What follows belongs to an exercise in optimizing a design on an open flow for small area, a short achievable clock period and few clock cycles; a production flow would make more cautious choices. In this exercise RTL edits were held to simulation tests only and were not proved equivalent to the original. Power and IR drop assume default switching activity.

## run E
// lamb_lfo
module lamb_lfo (
    input  wire        clk,
    input  wire        rst,           
    input  wire        cmd_valid,
    input  wire [7:0]  cmd,
    output reg         cmd_ready,
    input  wire [1:0]  sw_raw,
    input  wire [31:0] now_ms,
    input  wire        clk_active,
    input  wire [31:0] clk_period,
    input  wire [9:0]  knob_freq,
    input  wire [9:0]  knob_duty,
    output reg  [11:0] sample_q,
    output reg         sample_wr,
    output wire        range_ind,
    output reg         range_evt
);
For scale: about 7000 cells after synthesis, about 690 flip-flops.
clock: 12.0 ns
lec_check: 0
cap_margin: 20
core_margin: 2
core_utilization: 55
place_density: 0.65
slew_margin: 20
synth_memory_max_bits: 65536
standard.sh (not shown) runs the stock make flow with config.mk's settings and CLKGATE_MAP_FILE= SYNTH_SCRIPT=/design/flow/synth_recipe.tcl, a recipe that flattens the netlist after the stock synthesis.
==> flow/flow/run.sh <==
#!/bin/bash
# Layout flow: the standard ORFS layout (standard.sh, standard synthesis unchanged), with
# repair_timing asked to keep 8 ns of setup slack at the design's 12 ns clock, so that the
# resizer also works on paths that already meet 12 ns. Constraints and clock are the design's.
# The make output goes to standard.log; ORFS keeps each step's full log under orfs/logs/.
set -euo pipefail
bash standard.sh SETUP_SLACK_MARGIN=8 finish > standard.log 2>&1
Run E: done, clean on timing, DRC and antenna
Testbench counts of run E, summed over its fixed seeds: cycles 154,460.
--- input diff run E..run R ---
diff --git a/flow/design.v b/flow/design.v
--- a/flow/design.v
+++ b/flow/design.v
@@ -432,16 +432,17 @@
     reg [3:0]  st;
     reg [3:0]  cntA, cntB;
     reg [9:0]  dv_r;
     reg [3:0]  coef_r;
     reg        lower_r;
     reg        pf_div;
     reg        ovf_r;
     reg        corr_r;
+    reg        c_r;
     reg [4:0]  sk_r;
     reg        f_p1x, f_xfirst, f_xlast, f_alast, f_ndiv, f_n1a, f_sload;
     wire       per_small = ~|M[24:16];                   
     wire       x_ovf     = !per_small && (|dA_rem[14:12]);    
     wire       sdiv_last = (st == S_SDIV) && (cntA == 4'd1);
     wire       pc_exec   = (st == S_IDLE) || sdiv_last;
     wire [9:0] dvc = (last_duty < DUTY_MIN) ? DUTY_MIN :
                      (last_duty > DUTY_MAX) ? DUTY_MAX : last_duty;
@@ -724,19 +725,18 @@
                 S_P1: begin
                     dv_r    <= dvc;
                     coef_r  <= c_coef_w[3:0];
                     lower_r <= last_freq < 10'd512;
                     if (!last_clocked) begin
                         M    <= t1;
                         mq   <= t2;
                         {b_neg, b_two, b_zero} <= bdec({t2[1:0], 1'b0});
-                        acc  <= last_range ? {10'd0, tc, 18'd0} : {2'd0, tc, 26'd0};
-                        mcnt <= last_range ? 4'd9 : 4'd13;
-                        st   <= S_ROMM;
+                        c_r  <= tc;
+                        st   <= S_P1R;
                     end else begin
                         st   <= S_P1X;
                         f_p1x <= 1'b1;
                     end
                 end
                 S_P1X: begin
                     if (lower_r ? cp_big : c_big) begin
                         M    <= {2'd0, LOW_SLOWEST};
@@ -755,16 +755,21 @@
                         pf_div <= 1'b0;
                         st     <= S_CMUL;
                     end else begin
                         cntA   <= 4'd14;
                         pf_div <= 1'b1;
                         st     <= S_CDIV;
                     end
                 end
+                S_P1R: begin                 
+                    acc  <= last_range ? {10'd0, c_r, 18'd0} : {2'd0, c_r, 26'd0};
+                    mcnt <= last_range ? 4'd9 : 4'd13;
+                    st   <= S_ROMM;
+                end
                 S_ROMM: begin
                     if (mcnt == 4'd1) begin
                         M     <= acc_n[26:0];
                         acc   <= 29'd0;
                         mq    <= {16'd0, dv_r};
                         {b_neg, b_two, b_zero} <= bdec({dv_r[1:0], 1'b0});
                         mcnt  <= 4'd6;
                         st    <= S_XMUL;
Findings:
Between run E and run R, sequential fraction of design power decreased.
The run showing the greater number of inverters outside the clock class in the layout is run R.
Run R against run E: clock buffer count from CTS went up by 2; cell count along the critical path went up by 4; worst hold margin shrank by 0.0032 ns; layout buffer count excluding clock buffers +about 15%.
Taking run E as the reference, in run R instance area after placement moved down; utilization moved up; worst setup slack moved up.
Status: starting utilization of the core area parity (run E, run R)
Run R reports its capture point of the worst path as u_da.rem[6]$_DFFE_PP_ while run E reports M[13]$_DFFE_PP_.
Testbench counts of run R, summed over its fixed seeds: cycles 155,320.


Another version of the RTL of lamb_lfo (not shown whole).
Size in the first run: about 7400 cells after synthesis, about 110 I/O pins, about 0.059 mm2 of cells after synthesis.
clock: 12.0 ns
lec_check: 0
cap_margin: 20
core_margin: 2
core_utilization: 55
place_density: 0.65
slew_margin: 20
synth_memory_max_bits: 65536
run.sh (not shown) runs the stock make flow with config.mk's settings and CLKGATE_MAP_FILE= SYNTH_SCRIPT=/design/flow/synth_recipe.tcl, a recipe that flattens the netlist after the stock synthesis.
Stock flow here: none of the scripts above is used.
Testbench counts at the start, summed over its fixed seeds: cycles 161,791.
Then changed:
--- a/flow/design.v
+++ b/flow/design.v
@@ -409,21 +409,24 @@
             if (p < HIGH_FASTEST)     clamp_per = HIGH_FASTEST;
             else if (p > LOW_SLOWEST) clamp_per = LOW_SLOWEST;
             else                      clamp_per = p[24:0];
         end
     endfunction
     reg  [26:0] M;
     reg  [28:0] acc;
     reg  [25:0] mq;
-    reg         bprev;
     reg  [3:0]  mcnt;
-    wire        b_neg = mq[1];
-    wire        b_two = (mq[1] & ~mq[0] & ~bprev) | (~mq[1] & mq[0] & bprev);
-    wire        b_zero = (mq[1] & mq[0] & bprev) | (~mq[1] & ~mq[0] & ~bprev);
+    function [2:0] bdec;
+        input [2:0] y;       
+        begin
+            bdec = {y[2], (y == 3'b100) || (y == 3'b011), (y == 3'b000) || (y == 3'b111)};
+        end
+    endfunction
+    reg         b_neg, b_two, b_zero;
     wire [28:0] b_mag = b_zero ? 29'd0 : (b_two ? {1'b0, M, 1'b0} : {2'b0, M});
     wire [30:0] b_sum = {{2{acc[28]}}, acc} + {{2{b_neg}}, (b_neg ? ~b_mag : b_mag)} + {30'd0, b_neg};
     wire [28:0] acc_n = b_sum[30:2];
     wire [34:0] prod6 = {acc_n[22:0], b_sum[1:0], mq[25:16]};
     reg  [15:0] fold1;
     reg         fold_c;
     reg  [14:0] a_r;
     wire [10:0] fold2 = {5'd0, fold1[15:10]} + {1'b0, fold1[9:0]};
@@ -603,17 +606,17 @@
                 inc1        <= dB_dvd;
                 stage_valid <= 1'b0;
             end
             if (cntA != 4'd0) cntA <= cntA - 4'd1;
             if (cntB != 4'd0) cntB <= cntB - 4'd1;
             if (mcnt != 4'd0) begin
                 acc   <= acc_n;
                 mq    <= {b_sum[1:0], mq[25:2]};
-                bprev <= mq[1];
+                {b_neg, b_two, b_zero} <= bdec(mq[3:1]);
                 mcnt  <= mcnt - 4'd1;
             end
             fold1  <= {1'b0, M[24:10]} + {6'd0, M[9:0]};
             fold_c <= fold2 >= 11'd1023;
             a_r    <= M[24:10] + {9'd0, fold1[15:10]} + {14'd0, fold_c};
             cmd_ready <= 1'b0;
             case (st)
                 S_IDLE: begin
@@ -628,81 +631,83 @@
                         st           <= S_P1;
                         cmd_ready    <= 1'b0;
                     end
                 end
                 S_P1: begin
                     dv_r    <= dvc;
                     coef_r  <= c_coef_w[3:0];
                     lower_r <= last_freq < 10'd512;
-                    bprev   <= 1'b0;
                     if (!last_clocked) begin
                         M    <= t1;
                         mq   <= t2;
+                        {b_neg, b_two, b_zero} <= bdec({t2[1:0], 1'b0});
                         acc  <= last_range ? {10'd0, tc, 18'd0} : {2'd0, tc, 26'd0};
                         mcnt <= last_range ? 4'd9 : 4'd13;
                         st   <= S_ROMM;
                     end else begin
                         st   <= S_P1X;
                     end
                 end
                 S_P1X: begin
                     if (lower_r ? cp_big : c_big) begin
                         M    <= {2'd0, LOW_SLOWEST};
                         acc  <= 29'd0;
                         mq   <= {16'd0, dv_r};
+                        {b_neg, b_two, b_zero} <= bdec({dv_r[1:0], 1'b0});
                         mcnt <= 4'd6;
                         st   <= S_XMUL;
                     end else if (lower_r) begin
                         M      <= {2'd0, last_clkper[24:0]};
                         mq     <= {22'd0, coef_r};
+                        {b_neg, b_two, b_zero} <= bdec({coef_r[1:0], 1'b0});
                         acc    <= 29'd0;
                         mcnt   <= 4'd3;
                         pf_div <= 1'b0;
                         st     <= S_CMUL;
                     end else begin
                         cntA   <= 4'd13;
                         pf_div <= 1'b1;
                         st     <= S_CDIV;
                     end
                 end
                 S_ROMM: begin
                     if (mcnt == 4'd1) begin
                         M     <= acc_n[26:0];
                         acc   <= 29'd0;
                         mq    <= {16'd0, dv_r};
-                        bprev <= 1'b0;
+                        {b_neg, b_two, b_zero} <= bdec({dv_r[1:0], 1'b0});
                         mcnt  <= 4'd6;
                         st    <= S_XMUL;
                     end
                 end
                 S_CMUL: if (mcnt == 4'd1) st <= S_PF;
                 S_CDIV: if (cntA == 4'd1) st <= S_PF;
                 S_PF: begin
                     M     <= {2'd0, clamp_per(pf_div ? {3'd0, dA_dvd[25:0]} : {acc[22:0], mq[25:20]})};
                     acc   <= 29'd0;
                     mq    <= {16'd0, dv_r};
-                    bprev <= 1'b0;
+                        {b_neg, b_two, b_zero} <= bdec({dv_r[1:0], 1'b0});
                     mcnt  <= 4'd6;
                     st    <= S_XMUL;
                 end
                 S_XMUL: begin
                     if (mcnt == 4'd6) cntB <= 4'd11;
                     if (mcnt == 4'd1) begin
                         cntA <= 4'd11;
                         st   <= S_NCHK;
                     end
                 end
                 S_NCHK: begin
                     ovf_r <= |dA_rem[12:10];
                     if (|dA_rem[12:10]) begin
                         M     <= {12'd0, a_r};
                         acc   <= 29'd0;
                         mq    <= {16'd0, dv_r};
-                        bprev <= 1'b0;
+                        {b_neg, b_two, b_zero} <= bdec({dv_r[1:0], 1'b0});
                         mcnt  <= 4'd6;
                         st    <= S_AMUL;
                     end else begin
                         st    <= S_NDIV;
                     end
                 end
                 S_AMUL: begin
                     if (mcnt == 4'd1) begin
=> Core utilization is lower by 0.22 points. Via count shrinks by 0.98%. Clock-buffer cell count goes up by 2. Area after synthesis went down by 0.63%. Worst setup slack is better by 0.58 ns.
Testbench counts after the change, summed over its fixed seeds: cycles 161,791.

## re-timing with driven ports
The results above use ideal ports. As a check the final layouts listed here were re-extracted and re-timed, cells and wires unchanged.
Step 1: set_driving_cell puts a clkbuf_16 on clk and a buf_2 on each other input, an assumption about the parent block.
Step 2 also shifts input and output timing later by t, the mid clock arrival at the registers, as if the neighbouring blocks saw the same clock.
Slacks: ideal / step 1 / step 2; pairs: ideal / step 1.
run	shift t [ns]	setup WS [ns]	worst setup path at the end
run E	0.748	7.757 / 7.757 / 7.414	input to register
run R	0.756	7.785 / 7.785 / 7.420	input to register
the first run of note 2	0.742	6.202 / 6.202 / 6.202	register to register
the second run of note 2	0.762	6.785 / 6.785 / 6.785	register to register
After both steps setup and hold are still met in every run listed. The setup slack of run R, which loses most, moves by 0.000 ns with the drivers and by -0.365 ns with both steps.
